What follows belongs to an exercise in optimizing a design on an open flow for small area, a short achievable clock period and few clock cycles; a production flow would make more cautious choices. The RTL was checked by simulation tests, not by an equivalence proof against the original design. Power figures rest on the tool's default switching activity, not on a simulated workload.

==> flow/design.v <==
module crc16_psa (
    input  wire        clk,
    input  wire        rst,
    input  wire        host_req,
    input  wire        host_we,
    input  wire [3:0]  host_idx,
    input  wire [15:0] host_wdata,
    output reg         host_ack,
    output reg  [15:0] host_rdata,
    output reg         bus_req,
    output reg  [1:0]  bus_cmd,
    output reg  [7:0]  bus_wdata,
    input  wire        bus_ack,
    input  wire        bus_err,
    input  wire [7:0]  bus_rdata
);
    localparam [7:0] DEV_W = 8'hA0, DEV_R = 8'hA1;
    localparam [1:0] B_START = 2'd0, B_WRITE = 2'd1, B_READ = 2'd2, B_STOP = 2'd3;
    localparam [2:0] Q_IDLE = 3'd0, Q_START_W = 3'd1, Q_ADDR_HI = 3'd2, Q_ADDR_LO = 3'd3,
                     Q_WDATA = 3'd4, Q_START_R = 3'd5, Q_RDATA = 3'd6, Q_STOP = 3'd7;
    function [15:0] crc_step(input [15:0] a, input [7:0] b);
        reg [7:0] x;
        begin
            x = a[15:8] ^ b;
            x = x ^ {4'b0000, x[7:4]};
            crc_step = {a[7:0], 8'h00} ^ {x[3:0], 12'h000} ^ {3'b000, x, 5'b00000} ^ {8'h00, x};
        end
    endfunction
    reg        rst_q;
    reg [15:0] acc, addr, len, ptr;
    reg [7:0]  buf_mem [0:63];
    reg        e_bus, e_ill, e_busy, e_range;
    reg        s_we;
    reg [3:0]  s_idx;
    reg        s_busy;
    reg        s_c1, s_c2, s_c3, s_c10, s_c11, s_c20, s_hz;
    reg [2:0]  q;
    reg        q_read;
    reg        busy;         
    reg        settling;
    reg [4:0]  settle_cnt;
    reg [6:0]  ra;           
    reg        w_en;
    reg [5:0]  w_addr;
    reg [7:0]  wb;
    reg [15:0] pref;
    reg [6:0]  plen;
    reg        eng;
    reg [1:0]  eng_ph;       
    reg        app2, app3;   
    reg        store_ok, len_le64, len_le62;
    wire [7:0] rd_byte = buf_mem[ra[5:0]];
    wire       ptr_ok  = (ptr[15:6] == 10'd0);
    wire       zero    = (acc == 16'h0000);
    wire       stop_rd = bus_req && (q == Q_STOP) && q_read;
    wire       ack_ok  = host_req && !host_ack && !rst_q && !eng &&
                         !((app2 || app3) && (host_idx == 4'd7 || host_idx == 4'd1)) &&
                         !(w_en && host_idx == 4'd1);
    wire       len_le64_now = (len[15:7] == 9'd0) && (!len[6] || len[5:0] == 6'd0);
    wire       crcb_slow = host_we && (host_idx == 4'd1) && host_wdata[1] && !host_wdata[0] &&
                           !busy && len_le64_now && (len[6:0] != plen);
    wire       ack_set = ack_ok && !crcb_slow;
    wire       eng_start = ack_ok && crcb_slow;
    wire [6:0] end_lo = {1'b0, addr[5:0]} + len[6:0];
    wire       store_ok_now = (len[15:7] == 9'd0) && (len[6:0] != 7'd0) &&
                              (!len[6] || len[5:0] == 6'd0) && !addr[15] &&
                              (addr[14:6] != 9'h1FF || !end_lo[6] || end_lo[5:0] == 6'd0);
    wire       st_go   = ack_ok && host_we && (host_idx == 4'd1) &&
                         (host_wdata[15:1] == 15'h0008) && !busy && store_ok_now;
    always @(posedge clk) begin
        rst_q  <= rst;
        s_we   <= host_we;
        s_idx  <= host_idx;
        s_busy <= busy;
        s_hz   <= (host_wdata[15:8] == 8'h00);
        s_c1   <= (host_wdata == 16'h0001);
        s_c2   <= (host_wdata == 16'h0002);
        s_c3   <= (host_wdata == 16'h0003);
        s_c10  <= (host_wdata == 16'h0010);
        s_c11  <= (host_wdata == 16'h0011);
        s_c20  <= (host_wdata == 16'h0020);
        if (rst)
            host_ack <= 1'b0;
        else
            host_ack <= ack_set;
        if (host_idx[3])
            host_rdata <= 16'h0000;
        else case (host_idx[2:0])
            3'd0: host_rdata <= {8'h00, e_range, e_busy, e_ill, e_bus, 2'b00, zero,
                                 busy && !(stop_rd && bus_ack)};
            3'd2: host_rdata <= acc;
            3'd4: host_rdata <= addr;
            3'd5: host_rdata <= len;
            3'd6: host_rdata <= ptr;
            3'd7: host_rdata <= {8'h00, (busy || !ptr_ok) ? 8'h00 : rd_byte};
            default: host_rdata <= 16'h0000;
        endcase
    end
    wire i_cmd = (s_idx == 4'd1), i_crc = (s_idx == 4'd3), i_addr = (s_idx == 4'd4),
         i_len = (s_idx == 4'd5), i_ptr = (s_idx == 4'd6), i_data = (s_idx == 4'd7);
    reg illegal;
    always @(*) begin
        if (s_idx[3])
            illegal = 1'b1;
        else if (!s_we)
            illegal = i_cmd || i_crc;
        else case (s_idx[2:0])
            3'd0, 3'd2: illegal = 1'b1;
            3'd1:       illegal = !(s_c1 || s_c2 || s_c3 || s_c10 || s_c11 || s_c20);
            3'd3, 3'd7: illegal = !s_hz;
            default:    illegal = 1'b0;
        endcase
    end
    wire plain = !s_we && !s_idx[3] && (s_idx[2:0] == 3'd0 || s_idx[2:0] == 3'd2 ||
                                        s_idx[2:0] == 3'd4 || s_idx[2:0] == 3'd5 ||
                                        s_idx[2:0] == 3'd6);
    wire range_bad = i_data ? !ptr_ok :
                     (s_we && i_cmd) ? ((s_c2 && !len_le64) || (s_c3 && !len_le62) ||
                                        ((s_c10 || s_c11) && !store_ok)) : 1'b0;
    wire x      = host_ack && !rst_q;      
    wire x_ill  = x && illegal;
    wire x_bsy  = x && !illegal && s_busy && !plain;
    wire x_rng  = x && !illegal && !(s_busy && !plain) && range_bad;
    wire x_op   = x && !illegal && !(s_busy && !plain) && !range_bad;
    wire x_cmd  = x_op && s_we && i_cmd;
    wire x_dw   = x_op && s_we && i_data;
    wire x_dr   = x_op && !s_we && i_data;
    wire x_app  = x_cmd && s_c3;
    wire x_crcb = x_cmd && s_c2;
    wire x_st   = x_cmd && (s_c10 || s_c11);
    wire x_clr  = x_cmd && s_c20;
    wire done    = bus_req && bus_ack;
    wire bus_wr  = done && (q == Q_RDATA) && !bus_err;
    wire eng_fin = eng && (eng_ph == 2'd0) && (plen == len[6:0]);
    wire eng_wr  = eng && (eng_ph == 2'd1);
    always @(posedge clk) begin
        if (w_en)
            buf_mem[w_addr] <= wb;
    end
    always @(posedge clk) begin
        w_en <= !rst_q && (x_dw || x_app || app2 || eng_wr || bus_wr);
        if (x_dw)
            w_addr <= ptr[5:0];
        else if (x_app)
            w_addr <= len[5:0];
        else if (app2)
            w_addr <= len[5:0] - 6'd1;
        else
            w_addr <= ra[5:0];
        if (busy) begin
            case (q)
                Q_ADDR_HI: wb <= addr[7:0];
                Q_ADDR_LO: wb <= q_read ? DEV_R : rd_byte;
                Q_WDATA:   wb <= rd_byte;
                Q_RDATA:   wb <= bus_rdata;
                default:   wb <= addr[15:8];
            endcase
        end else if (x_dw)
            wb <= host_wdata[7:0];
        else if (x_app)
            wb <= acc[15:8];
        else if (app2)
            wb <= acc[7:0];
        else if (eng)
            wb <= rd_byte;
        else
            wb <= addr[15:8];
    end
    wire [15:0] acc_step = crc_step(acc, host_wdata[7:0]);
    wire [6:0]  ptr_inc  = ptr[6:0] + 7'd1;
    always @(posedge clk) begin
        if (rst_q) begin
            acc <= 16'hFFFF; addr <= 16'h0000; len <= 16'h0000; ptr <= 16'h0000;
            e_ill <= 1'b0; e_busy <= 1'b0; e_range <= 1'b0;
            app2 <= 1'b0; app3 <= 1'b0;
        end else begin
            app2 <= x_app;
            app3 <= app2;
            if (x_ill)  e_ill   <= 1'b1;
            if (x_bsy)  e_busy  <= 1'b1;
            if (x_rng)  e_range <= 1'b1;
            if (x_clr) begin e_ill <= 1'b0; e_busy <= 1'b0; e_range <= 1'b0; end
            if (x_op && s_we && i_crc) acc <= acc_step;
            if (x_cmd && s_c1)         acc <= 16'hFFFF;
            if (x_crcb)                acc <= pref;
            if (x_op && s_we && i_addr) addr <= host_wdata;
            if (x_op && s_we && i_len)  len  <= host_wdata;
            if (x_app)                  len  <= {9'd0, len[6:0] + 7'd2};
            if (x_op && s_we && i_ptr)  ptr  <= host_wdata;
            if (x_dw || x_dr)           ptr  <= {9'd0, ptr_inc};
        end
    end
    always @(posedge clk) begin
        len_le64 <= (len[15:7] == 9'd0) && (!len[6] || len[5:0] == 6'd0);
        store_ok <= store_ok_now;
        len_le62 <= (len[15:6] == 10'd0) && (len[5:0] != 6'b111111);
    end
    wire        w_ext   = (w_addr == plen[5:0]) && !plen[6];
    wire [15:0] w_step  = crc_step(w_ext ? pref : 16'hFFFF, wb);
    always @(posedge clk) begin
        if (rst_q) begin
            pref <= 16'hFFFF; plen <= 7'd0;
            eng <= 1'b0; eng_ph <= 2'd0;
        end else begin
            if (w_en) begin
                if (w_ext || w_addr == 6'd0) begin
                    pref <= w_step;
                    plen <= w_ext ? plen + 7'd1 : 7'd1;
                end else begin
                    pref <= 16'hFFFF;
                    plen <= 7'd0;
                end
            end
            if (eng_start) begin
                eng <= 1'b1;
                eng_ph <= 2'd0;
                pref <= 16'hFFFF;
                plen <= 7'd0;
            end
            if (eng_fin)
                eng <= 1'b0;
            else if (eng)
                eng_ph <= (eng_ph == 2'd2) ? 2'd0 : eng_ph + 2'd1;
        end
    end
    always @(posedge clk) begin
        if (rst || rst_q)
            bus_req <= 1'b0;
        else if (st_go)
            bus_req <= 1'b1;
        else if (done && q == Q_STOP)
            bus_req <= 1'b0;
    end
    always @(posedge clk) begin
        if (rst_q) begin
            q <= Q_IDLE; q_read <= 1'b0;
            busy <= 1'b1; settling <= 1'b1; settle_cnt <= 5'd30;
            bus_cmd <= B_START; bus_wdata <= DEV_W;
            e_bus <= 1'b0;
            ra <= 7'd0;
        end else begin
            if (x_clr) e_bus <= 1'b0;
            if (settling) begin
                if (settle_cnt == 5'd0) begin
                    settling <= 1'b0;
                    busy <= 1'b0;
                end else
                    settle_cnt <= settle_cnt - 5'd1;
            end
            if (x_op && s_we && i_ptr)
                ra <= {1'b0, host_wdata[5:0]};
            if (x_dw || x_dr)
                ra <= {1'b0, ptr_inc[5:0]};
            if (eng_start)
                ra <= 7'd0;
            if (eng_wr)
                ra <= ra + 7'd1;
            if (eng_fin)
                ra <= {1'b0, ptr[5:0]};
            if (x_st) begin
                q <= Q_START_W; q_read <= s_c11; busy <= 1'b1;
                ra <= 7'd0;
            end
            if (done) begin
                if (q == Q_STOP) begin
                    q <= Q_IDLE;
                    bus_cmd <= B_START; bus_wdata <= DEV_W;
                    ra <= {1'b0, ptr[5:0]};
                    if (q_read)
                        busy <= 1'b0;
                    else begin
                        settling <= 1'b1;
                        settle_cnt <= 5'd30;
                    end
                end else if (bus_err) begin
                    e_bus <= 1'b1;
                    q <= Q_STOP; bus_cmd <= B_STOP;
                end else begin
                    case (q)
                    Q_START_W: begin q <= Q_ADDR_HI; bus_cmd <= B_WRITE; bus_wdata <= wb; end
                    Q_ADDR_HI: begin q <= Q_ADDR_LO; bus_cmd <= B_WRITE; bus_wdata <= wb; end
                    Q_ADDR_LO: begin
                        bus_wdata <= wb;
                        if (q_read) begin
                            q <= Q_START_R; bus_cmd <= B_START;
                        end else begin
                            q <= Q_WDATA; bus_cmd <= B_WRITE;
                            ra <= ra + 7'd1;
                        end
                    end
                    Q_WDATA: begin
                        if (ra == len[6:0]) begin
                            q <= Q_STOP; bus_cmd <= B_STOP;
                        end else begin
                            bus_wdata <= wb;
                            ra <= ra + 7'd1;
                        end
                    end
                    Q_START_R: begin q <= Q_RDATA; bus_cmd <= B_READ; end
                    default: begin  
                        ra <= ra + 7'd1;
                        if (ra + 7'd1 == len[6:0]) begin
                            q <= Q_STOP; bus_cmd <= B_STOP;
                        end
                    end
                    endcase
                end
            end
        end
    end
endmodule
export LEC_CHECK = 0
export ABC_AREA = 1
export CAP_MARGIN = 20
export CORE_MARGIN = 2
export CORE_UTILIZATION = 40
export SLEW_MARGIN = 20
create_clock -name core_clock -period 10.0 [get_ports {clk}]
standard.sh (not shown) runs the stock make flow with config.mk's settings and CLKGATE_MAP_FILE= SYNTH_SCRIPT=/design/flow/synth_recipe.tcl, a recipe that flattens the netlist after the stock synthesis.
==> flow/flow/run.sh <==
#!/bin/bash
set -euo pipefail
bash standard.sh SETUP_SLACK_MARGIN=6.85 \
  "BUFFER_PORTS_ARGS=-buffer_cell sky130_fd_sc_hd__buf_2" \
  "CTS_ARGS=-sink_clustering_enable -repair_clock_nets -sink_clustering_size 50 -sink_clustering_max_diameter 55 -dont_use_dummy_load" \
  finish > flow_make.log 2>&1
Testbench counts at the start, summed over its fixed seeds: cycles 53,130.
Next try:
--- a/flow/design.v
+++ b/flow/design.v
@@ -34,24 +34,22 @@
     reg [3:0]  s_idx;
     reg        s_busy;
     reg        s_c1, s_c2, s_c3, s_c10, s_c11, s_c20, s_hz;
     reg [2:0]  q;
     reg        q_read;
     reg        busy;         
-    reg        settling;
     reg [4:0]  settle_cnt;
     reg [6:0]  ra;           
     reg        w_en;
     reg [5:0]  w_addr;
     reg [7:0]  wb;
     reg [15:0] pref;
     reg [6:0]  plen;
     reg        eng;
-    reg [1:0]  eng_ph;       
+    reg        eng_ph;       
     reg        app2, app3;   
-    reg        store_ok, len_le64, len_le62;
     wire [7:0] rd_byte = buf_mem[ra[5:0]];
     wire       ptr_ok  = (ptr[15:6] == 10'd0);
     wire       zero    = (acc == 16'h0000);
     wire       stop_rd = bus_req && (q == Q_STOP) && q_read;
     wire       ack_ok  = host_req && !host_ack && !rst_q && !eng &&
                          !((app2 || app3) && (host_idx == 4'd7 || host_idx == 4'd1)) &&
@@ -111,15 +109,16 @@
             default:    illegal = 1'b0;
         endcase
     end
     wire plain = !s_we && !s_idx[3] && (s_idx[2:0] == 3'd0 || s_idx[2:0] == 3'd2 ||
                                         s_idx[2:0] == 3'd4 || s_idx[2:0] == 3'd5 ||
                                         s_idx[2:0] == 3'd6);
+    wire len_le62 = (len[15:6] == 10'd0) && (len[5:0] != 6'b111111);
     wire range_bad = i_data ? !ptr_ok :
-                     (s_we && i_cmd) ? ((s_c2 && !len_le64) || (s_c3 && !len_le62) ||
-                                        ((s_c10 || s_c11) && !store_ok)) : 1'b0;
+                     (s_we && i_cmd) ? ((s_c2 && !len_le64_now) || (s_c3 && !len_le62) ||
+                                        ((s_c10 || s_c11) && !store_ok_now)) : 1'b0;
     wire x      = host_ack && !rst_q;      
     wire x_ill  = x && illegal;
     wire x_bsy  = x && !illegal && s_busy && !plain;
     wire x_rng  = x && !illegal && !(s_busy && !plain) && range_bad;
     wire x_op   = x && !illegal && !(s_busy && !plain) && !range_bad;
     wire x_cmd  = x_op && s_we && i_cmd;
@@ -128,14 +127,15 @@
     wire x_app  = x_cmd && s_c3;
     wire x_crcb = x_cmd && s_c2;
     wire x_st   = x_cmd && (s_c10 || s_c11);
     wire x_clr  = x_cmd && s_c20;
     wire done    = bus_req && bus_ack;
     wire bus_wr  = done && (q == Q_RDATA) && !bus_err;
-    wire eng_fin = eng && (eng_ph == 2'd0) && (plen == len[6:0]);
-    wire eng_wr  = eng && (eng_ph == 2'd1);
+    wire eng_fin = eng && !eng_ph && (plen == len[6:0]);
+    wire eng_wr  = eng && !eng_ph && (plen != len[6:0]);
+    wire settling = busy && (q == Q_IDLE);    
     always @(posedge clk) begin
         if (w_en)
             buf_mem[w_addr] <= wb;
     end
     always @(posedge clk) begin
         w_en <= !rst_q && (x_dw || x_app || app2 || eng_wr || bus_wr);
@@ -187,43 +187,38 @@
             if (x_op && s_we && i_len)  len  <= host_wdata;
             if (x_app)                  len  <= {9'd0, len[6:0] + 7'd2};
             if (x_op && s_we && i_ptr)  ptr  <= host_wdata;
             if (x_dw || x_dr)           ptr  <= {9'd0, ptr_inc};
         end
     end
-    always @(posedge clk) begin
-        len_le64 <= (len[15:7] == 9'd0) && (!len[6] || len[5:0] == 6'd0);
-        store_ok <= store_ok_now;
-        len_le62 <= (len[15:6] == 10'd0) && (len[5:0] != 6'b111111);
-    end
     wire        w_ext   = (w_addr == plen[5:0]) && !plen[6];
     wire [15:0] w_step  = crc_step(w_ext ? pref : 16'hFFFF, wb);
     always @(posedge clk) begin
         if (rst_q) begin
             pref <= 16'hFFFF; plen <= 7'd0;
-            eng <= 1'b0; eng_ph <= 2'd0;
+            eng <= 1'b0; eng_ph <= 1'b0;
         end else begin
             if (w_en) begin
                 if (w_ext || w_addr == 6'd0) begin
                     pref <= w_step;
                     plen <= w_ext ? plen + 7'd1 : 7'd1;
                 end else begin
                     pref <= 16'hFFFF;
                     plen <= 7'd0;
                 end
             end
             if (eng_start) begin
                 eng <= 1'b1;
-                eng_ph <= 2'd0;
+                eng_ph <= 1'b0;
                 pref <= 16'hFFFF;
                 plen <= 7'd0;
             end
             if (eng_fin)
                 eng <= 1'b0;
             else if (eng)
-                eng_ph <= (eng_ph == 2'd2) ? 2'd0 : eng_ph + 2'd1;
+                eng_ph <= !eng_ph;
         end
     end
     always @(posedge clk) begin
         if (rst || rst_q)
             bus_req <= 1'b0;
         else if (st_go)
@@ -231,21 +226,20 @@
         else if (done && q == Q_STOP)
             bus_req <= 1'b0;
     end
     always @(posedge clk) begin
         if (rst_q) begin
             q <= Q_IDLE; q_read <= 1'b0;
-            busy <= 1'b1; settling <= 1'b1; settle_cnt <= 5'd30;
+            busy <= 1'b1; settle_cnt <= 5'd30;
             bus_cmd <= B_START; bus_wdata <= DEV_W;
             e_bus <= 1'b0;
             ra <= 7'd0;
         end else begin
             if (x_clr) e_bus <= 1'b0;
             if (settling) begin
                 if (settle_cnt == 5'd0) begin
-                    settling <= 1'b0;
                     busy <= 1'b0;
                 end else
                     settle_cnt <= settle_cnt - 5'd1;
             end
             if (x_op && s_we && i_ptr)
                 ra <= {1'b0, host_wdata[5:0]};
@@ -265,16 +259,14 @@
                 if (q == Q_STOP) begin
                     q <= Q_IDLE;
                     bus_cmd <= B_START; bus_wdata <= DEV_W;
                     ra <= {1'b0, ptr[5:0]};
                     if (q_read)
                         busy <= 1'b0;
-                    else begin
-                        settling <= 1'b1;
+                    else
                         settle_cnt <= 5'd30;
-                    end
                 end else if (bus_err) begin
                     e_bus <= 1'b1;
                     q <= Q_STOP; bus_cmd <= B_STOP;
                 end else begin
                     case (q)
                     Q_START_W: begin q <= Q_ADDR_HI; bus_cmd <= B_WRITE; bus_wdata <= wb; end
After rerunning: Global-route usage rises by 2.2 points; synthesized area drops by 2.1%; worst hold slack gets better by 0.013 ns; design area rose by 0.61%; clock-buffer cell count climbs by 1; maximum frequency fell by 2.7%; clock power is about the same; clock skew increases by 0.013 ns; setup slack got worse by 0.086 ns; first-iteration DRC count rose by 14%; sequential power is about the same.
Testbench counts after the change, summed over its fixed seeds: cycles 53,130.

## what the ideal ports hide
Ports are ideal in the flow. The routed layouts listed here were re-timed in OpenROAD. Step 1 (the two cells are an assumption about what drives the block):
set clk [get_ports {clk}]
set_driving_cell -lib_cell sky130_fd_sc_hd__clkbuf_16 $clk
set_driving_cell -lib_cell sky130_fd_sc_hd__buf_2 [delete_from_list [all_inputs] $clk]
Step 2 times the ports against the registers' clock, not the clock port: input delays grow and output delays shrink by t, the midpoint of the rising clock arrivals with the driver on. a / b / c = no drivers / after step 1 / after step 2; a / b = the first two.
run	t (ns)	setup WS [ns]	worst setup path at the end	slew at the worst register clock pin (ns)	cell pins on the clock port's net
the first run	0.671	6.894 / 6.828 / 6.275	input to register	0.10 / 0.10	1
the second run	0.671	6.808 / 6.790 / 6.169	input to register	0.09 / 0.09	1
After both steps every run listed still meets setup and hold. For the second run, which loses most, drivers alone change the setup slack by -0.018 ns; drivers and shift together by -0.639 ns.
